This is an optimization exercise on Yosys and OpenROAD, whose aim is small area, a short achievable clock period and few clock cycles per item, not a production implementation.
Where RTL was checked, it was by simulation tests only, not by an equivalence proof against the original.
Power and IR drop assume default switching activity.

==> flow/design.v <==
module wfg_divcalc (
    input  wire        clk,
    input  wire        rst,         
    input  wire        start,       
    input  wire [31:0] sysclk_hz,   
    input  wire [31:0] freq,        
    input  wire [31:0] len,         
    output wire        ready,
    output reg         done,        
    output wire [31:0] divider
);
    reg        a_full;      
    reg        a_fin;       
    reg [31:0] an;          
    reg [31:0] af;          
    reg        afovf;       
    reg [31:0] al;          
    reg [31:0] acc;         
    reg        abig;        
    reg        b_busy;
    reg  [5:0] count;       
    reg        nleft;       
    reg        n2left;      
    reg [31:0] xq;          
    reg [31:0] r;           
    reg [31:0] d;           
    reg        bbig;        
    wire take   = a_full & a_fin & ~b_busy;    
    assign ready   = ~a_full;
    assign divider = {xq[23:0], 8'h00};
    wire [31:0] sum;
    wire        sum_c;
    skl_add #(.W(32)) u_mul (.a(acc), .b(af & {32{al[0]}}), .cin(1'b0), .s(sum), .cout(sum_c));
    wire        ovf_nxt = abig | (al[0] & afovf) | sum_c;
    wire        mul_end = (al[31:1] == 31'd0);
    wire        x1      = nleft & xq[31];
    wire        x2      = n2left & xq[30];
    wire [32:0] t1      = {r, x1};
    wire [32:0] s1;
    wire        q1;      
    skl_add #(.W(33)) u_div1 (.a(t1), .b(~{1'b0, d}), .cin(1'b1), .s(s1), .cout(q1));
    wire [33:0] t2      = {r, x1, x2};
    wire [33:0] s2;
    wire        q2;      
    skl_add #(.W(34)) u_div2 (.a(t2), .b(~{2'b00, d}), .cin(1'b1), .s(s2), .cout(q2));
    wire        room2   = (count >= 6'd10) || (count >= 6'd2 && count <= 6'd8);
    wire        two     = ~q1 & room2;
    wire [31:0] r_two   = q2 ? s2[31:0] : t2[31:0];
    wire  [7:0] x8      = nleft ? xq[31:24] : 8'h00;
    wire [31:0] lo8;
    wire        ge8;     
    skl_add #(.W(32)) u_cmp (.a({r[23:0], x8}), .b(~d), .cin(1'b1), .s(lo8), .cout(ge8));
    wire        skip    = ~ge8 && (r[31:24] == 8'd0) && (count >= 6'd16 || count == 6'd8);
    wire        hi_zero = (xq == 32'd0);    
    wire        clamp   = bbig | ((count == 6'd8) & hi_zero);
    wire  [5:0] cnt_m1  = count - 6'd1;
    wire  [5:0] cnt_m2  = count - 6'd2;
    wire  [5:0] cnt_m8  = count - 6'd8;
    wire  [5:0] cnt_nxt = skip ? cnt_m8 : two ? cnt_m2 : cnt_m1;
    wire        last    = clamp | (count == 6'd1) | ((count == 6'd2) & ~q1) | ((count == 6'd8) & skip);
    always @(posedge clk) begin
        if (rst) begin
            a_full <= 1'b0;
            a_fin  <= 1'b0;
            b_busy <= 1'b0;
            done   <= 1'b0;
        end else begin
            if (!a_full) begin
                a_full <= start;
                a_fin  <= 1'b0;
            end else begin
                if (take)
                    a_full <= 1'b0;
                a_fin <= a_fin | mul_end | abig;
            end
            b_busy <= take | (b_busy & ~last);
            done   <= b_busy & last;
        end
    end
    always @(posedge clk) begin
        if (!a_full) begin
            an    <= sysclk_hz;
            af    <= freq;
            al    <= len;
            acc   <= 32'd0;
            afovf <= 1'b0;
            abig  <= 1'b0;
        end else begin
            af    <= {af[30:0], 1'b0};
            al    <= {1'b0, al[31:1]};
            if (!a_fin) begin
                acc   <= sum;
                afovf <= afovf | af[31];
                abig  <= ovf_nxt;
            end
        end
    end
    always @(posedge clk) begin
        if (take) begin
            xq    <= an;
            r     <= 32'd0;
            d     <= acc;
            bbig  <= abig;
            count <= 6'd40;
            nleft <= 1'b1;
            n2left <= 1'b1;
        end else begin
            r      <= skip ? {r[23:0], x8} : two ? r_two : q1 ? s1[31:0] : t1[31:0];
            count  <= cnt_nxt;
            nleft  <= (cnt_nxt > 6'd8);
            n2left <= (cnt_nxt > 6'd9);
            if (clamp)
                xq[23:0] <= 24'h000100;
            else
                xq <= skip ? {xq[23:0], 8'h00} : two ? {xq[29:0], 1'b0, q2} : {xq[30:0], q1};
        end
    end
endmodule
module skl_add #(parameter integer W = 32) (
    input  wire [W-1:0] a,
    input  wire [W-1:0] b,
    input  wire         cin,
    output wire [W-1:0] s,
    output wire         cout
);
    localparam integer N = W + 1;               
    localparam integer L = (N <= 2) ? 1 : (N <= 4) ? 2 : (N <= 8) ? 3 : (N <= 16) ? 4 : (N <= 32) ? 5 : 6;
    wire [N-1:0] g [0:L];
    wire [N-1:0] p [0:L];
    assign g[0] = {a & b, cin};
    assign p[0] = {a ^ b, 1'b0};
    genvar k, i;
    generate
        for (k = 0; k < L; k = k + 1) begin : lvl
            for (i = 0; i < N; i = i + 1) begin : pos
                if ((i >> k) & 1) begin : comb
                    localparam integer J = ((i >> k) << k) - 1;
                    assign g[k+1][i] = g[k][i] | (p[k][i] & g[k][J]);
                    assign p[k+1][i] = p[k][i] & p[k][J];
                end else begin : pass
                    assign g[k+1][i] = g[k][i];
                    assign p[k+1][i] = p[k][i];
                end
            end
        end
    endgenerate
    assign s    = p[0][W:1] ^ g[L][W-1:0];
    assign cout = g[L][W];
endmodule
export LEC_CHECK = 0
export CAP_MARGIN = 20
export CORE_MARGIN = 2
export CORE_UTILIZATION = 40
export PLACE_DENSITY = 0.6
export SLEW_MARGIN = 20
create_clock -name core_clock -period 10.0 [get_ports {clk}]
standard.sh (not shown) runs the stock make flow with config.mk's settings and CLKGATE_MAP_FILE= SYNTH_SCRIPT=/design/flow/synth_recipe.tcl, a recipe that flattens the netlist after the stock synthesis.
==> flow/flow/run.sh <==
#!/bin/bash
# Layout flow: the standard flow, with two changes to how the layout is
# made (the constraints, the clock period and the synthesis are unchanged):
#  - the port buffers are buf_4 cells instead of the resizer's default pick
#  - the slow delay cells are not used as repair buffers
#  - timing repair aims for 7.0 ns of setup slack, i.e. paths of at most 3.0 ns
# Each tool's full output goes to a log file in this folder.
set -euo pipefail

# the platform's don't-use list, plus the delay cells
DU="sky130_fd_sc_hd__probe_p_8 sky130_fd_sc_hd__probec_p_8 sky130_fd_sc_hd__lpflow_bleeder_1 sky130_fd_sc_hd__lpflow_clkbufkapwr_1 sky130_fd_sc_hd__lpflow_clkbufkapwr_16 sky130_fd_sc_hd__lpflow_clkbufkapwr_2 sky130_fd_sc_hd__lpflow_clkbufkapwr_4 sky130_fd_sc_hd__lpflow_clkbufkapwr_8 sky130_fd_sc_hd__lpflow_clkinvkapwr_1 sky130_fd_sc_hd__lpflow_clkinvkapwr_16 sky130_fd_sc_hd__lpflow_clkinvkapwr_2 sky130_fd_sc_hd__lpflow_clkinvkapwr_4 sky130_fd_sc_hd__lpflow_clkinvkapwr_8 sky130_fd_sc_hd__lpflow_decapkapwr_12 sky130_fd_sc_hd__lpflow_decapkapwr_3 sky130_fd_sc_hd__lpflow_decapkapwr_4 sky130_fd_sc_hd__lpflow_decapkapwr_6 sky130_fd_sc_hd__lpflow_decapkapwr_8 sky130_fd_sc_hd__lpflow_inputiso0n_1 sky130_fd_sc_hd__lpflow_inputiso0p_1 sky130_fd_sc_hd__lpflow_inputiso1n_1 sky130_fd_sc_hd__lpflow_inputiso1p_1 sky130_fd_sc_hd__lpflow_inputisolatch_1 sky130_fd_sc_hd__lpflow_isobufsrc_1 sky130_fd_sc_hd__lpflow_isobufsrc_16 sky130_fd_sc_hd__lpflow_isobufsrc_2 sky130_fd_sc_hd__lpflow_isobufsrc_4 sky130_fd_sc_hd__lpflow_isobufsrc_8 sky130_fd_sc_hd__lpflow_isobufsrckapwr_16 sky130_fd_sc_hd__lpflow_lsbuf_lh_hl_isowell_tap_1 sky130_fd_sc_hd__lpflow_lsbuf_lh_hl_isowell_tap_2 sky130_fd_sc_hd__lpflow_lsbuf_lh_hl_isowell_tap_4 sky130_fd_sc_hd__lpflow_lsbuf_lh_isowell_4 sky130_fd_sc_hd__lpflow_lsbuf_lh_isowell_tap_1 sky130_fd_sc_hd__lpflow_lsbuf_lh_isowell_tap_2 sky130_fd_sc_hd__lpflow_lsbuf_lh_isowell_tap_4"
DU="$DU sky130_fd_sc_hd__clkdlybuf4s15_1 sky130_fd_sc_hd__clkdlybuf4s15_2 sky130_fd_sc_hd__clkdlybuf4s18_1 sky130_fd_sc_hd__clkdlybuf4s18_2 sky130_fd_sc_hd__clkdlybuf4s25_1 sky130_fd_sc_hd__clkdlybuf4s25_2 sky130_fd_sc_hd__clkdlybuf4s50_1 sky130_fd_sc_hd__clkdlybuf4s50_2 sky130_fd_sc_hd__dlygate4sd1_1 sky130_fd_sc_hd__dlygate4sd2_1 sky130_fd_sc_hd__dlygate4sd3_1 sky130_fd_sc_hd__dlymetal6s2s_1 sky130_fd_sc_hd__dlymetal6s4s_1 sky130_fd_sc_hd__dlymetal6s6s_1"

# the standard synthesis, unchanged
bash standard.sh synth > synth.log 2>&1

# floorplan to final layout
bash standard.sh "DONT_USE_CELLS=$DU" "BUFFER_PORTS_ARGS=-buffer_cell sky130_fd_sc_hd__buf_4" SETUP_SLACK_MARGIN=7.0 finish > layout.log 2>&1
Testbench counts at the start, summed over its fixed seeds: cycles 16,935, items 1,024.
==> next run, changes <==
--- a/flow/design.v
+++ b/flow/design.v
@@ -17,71 +17,63 @@
     reg [31:0] al;          
     reg [31:0] acc;         
     reg        abig;        
     reg        b_busy;
     reg  [5:0] count;       
     reg        nleft;       
-    reg        n2left;      
     reg [31:0] xq;          
     reg [31:0] r;           
     reg [31:0] d;           
     reg        bbig;        
+    reg        rdy;         
     wire take   = a_full & a_fin & ~b_busy;    
-    assign ready   = ~a_full;
+    wire a_free = ~a_full | take;              
+    assign ready   = rdy;
     assign divider = {xq[23:0], 8'h00};
     wire [31:0] sum;
     wire        sum_c;
     skl_add #(.W(32)) u_mul (.a(acc), .b(af & {32{al[0]}}), .cin(1'b0), .s(sum), .cout(sum_c));
-    wire        ovf_nxt = abig | (al[0] & afovf) | sum_c;
+    wire        ovf_nxt = (al[0] & afovf) | sum_c;
     wire        mul_end = (al[31:1] == 31'd0);
     wire        x1      = nleft & xq[31];
-    wire        x2      = n2left & xq[30];
-    wire [32:0] t1      = {r, x1};
-    wire [32:0] s1;
-    wire        q1;      
-    skl_add #(.W(33)) u_div1 (.a(t1), .b(~{1'b0, d}), .cin(1'b1), .s(s1), .cout(q1));
-    wire [33:0] t2      = {r, x1, x2};
-    wire [33:0] s2;
-    wire        q2;      
-    skl_add #(.W(34)) u_div2 (.a(t2), .b(~{2'b00, d}), .cin(1'b1), .s(s2), .cout(q2));
-    wire        room2   = (count >= 6'd10) || (count >= 6'd2 && count <= 6'd8);
-    wire        two     = ~q1 & room2;
-    wire [31:0] r_two   = q2 ? s2[31:0] : t2[31:0];
+    wire [32:0] trial   = {r, x1};
+    wire [32:0] diff;
+    wire        q_bit;   
+    skl_add #(.W(33)) u_div (.a(trial), .b(~{1'b0, d}), .cin(1'b1), .s(diff), .cout(q_bit));
+    wire [31:0] r_step  = q_bit ? diff[31:0] : trial[31:0];
     wire  [7:0] x8      = nleft ? xq[31:24] : 8'h00;
     wire [31:0] lo8;
     wire        ge8;     
     skl_add #(.W(32)) u_cmp (.a({r[23:0], x8}), .b(~d), .cin(1'b1), .s(lo8), .cout(ge8));
     wire        skip    = ~ge8 && (r[31:24] == 8'd0) && (count >= 6'd16 || count == 6'd8);
     wire        hi_zero = (xq == 32'd0);    
     wire        clamp   = bbig | ((count == 6'd8) & hi_zero);
     wire  [5:0] cnt_m1  = count - 6'd1;
-    wire  [5:0] cnt_m2  = count - 6'd2;
     wire  [5:0] cnt_m8  = count - 6'd8;
-    wire  [5:0] cnt_nxt = skip ? cnt_m8 : two ? cnt_m2 : cnt_m1;
-    wire        last    = clamp | (count == 6'd1) | ((count == 6'd2) & ~q1) | ((count == 6'd8) & skip);
+    wire  [5:0] cnt_nxt = skip ? cnt_m8 : cnt_m1;
+    wire        last    = clamp | (count == 6'd1) | ((count == 6'd8) & skip);
+    wire a_full_n = a_free ? start : a_full;
+    wire a_fin_n  = a_free ? 1'b0 : (a_fin | ovf_nxt | mul_end);
+    wire b_busy_n = take | (b_busy & ~last);
     always @(posedge clk) begin
         if (rst) begin
             a_full <= 1'b0;
             a_fin  <= 1'b0;
             b_busy <= 1'b0;
+            rdy    <= 1'b1;
             done   <= 1'b0;
         end else begin
-            if (!a_full) begin
-                a_full <= start;
-                a_fin  <= 1'b0;
-            end else begin
-                if (take)
-                    a_full <= 1'b0;
-                a_fin <= a_fin | mul_end | abig;
-            end
-            b_busy <= take | (b_busy & ~last);
+            a_full <= a_full_n;
+            a_fin  <= a_fin_n;
+            b_busy <= b_busy_n;
+            rdy    <= ~a_full_n | (a_fin_n & ~b_busy_n);
             done   <= b_busy & last;
         end
     end
     always @(posedge clk) begin
-        if (!a_full) begin
+        if (a_free) begin
             an    <= sysclk_hz;
             af    <= freq;
             al    <= len;
             acc   <= 32'd0;
             afovf <= 1'b0;
             abig  <= 1'b0;
@@ -100,22 +92,20 @@
             xq    <= an;
             r     <= 32'd0;
             d     <= acc;
             bbig  <= abig;
             count <= 6'd40;
             nleft <= 1'b1;
-            n2left <= 1'b1;
         end else begin
-            r      <= skip ? {r[23:0], x8} : two ? r_two : q1 ? s1[31:0] : t1[31:0];
-            count  <= cnt_nxt;
-            nleft  <= (cnt_nxt > 6'd8);
-            n2left <= (cnt_nxt > 6'd9);
+            r     <= skip ? {r[23:0], x8} : r_step;
+            count <= cnt_nxt;
+            nleft <= skip ? (count > 6'd16) : (count > 6'd9);
             if (clamp)
                 xq[23:0] <= 24'h000100;
             else
-                xq <= skip ? {xq[23:0], 8'h00} : two ? {xq[29:0], 1'b0, q2} : {xq[30:0], q1};
+                xq <= skip ? {xq[23:0], 8'h00} : {xq[30:0], q_bit};
         end
     end
 endmodule
 module skl_add #(parameter integer W = 32) (
     input  wire [W-1:0] a,
     input  wire [W-1:0] b,
Register-to-register slack loses 0.44 ns.
Clock power barely changes.
Area after synthesis drops by 16%.
Via count drops by about 23%.
Non-clock buffer count drops by 69.
Die area drops by 15%.
Total power drops by 35%.
Cell area drops by 19%.
First-iteration DRC count drops by 42%.
Worst hold slack loses 0.017 ns.
Routed wire length drops by 27%.
Clock skew hardly moves.
Utilization drops by 2.1 points.
Only the layout flow was run in the second run of this note; the RTL was not checked for function there.

[afterwards: timing with drivers on the ports]
Ports are ideal in the flow. The routed layouts listed here were re-timed in OpenROAD. Step 1: set_driving_cell puts a clkbuf_16 on clk and a buf_2 on each other input, an assumption about the parent block. Step 2, shift: input delay + t, output delay - t, t = (earliest + latest rising clock arrival at the registers) / 2. This alone moves slack from input paths to output paths. Slacks: no drivers / after step 1 / after step 2; pairs: no drivers / after step 1.
| run | t, ns | setup slack, ns | latest minus earliest clock arrival (ns) | worst data-port slew with drivers (ns) | pins driven straight from the clock port |
|---|---|---|---|---|---|
| the first run | 0.611 | 6.675 / 6.675 / 6.675 | 0.012 / 0.013 | 0.06 | 1 |
| the second run | 0.589 | 6.232 / 6.232 / 6.232 | 0.013 / 0.013 | 0.05 | 1 |
After both steps every run listed still meets setup and hold.
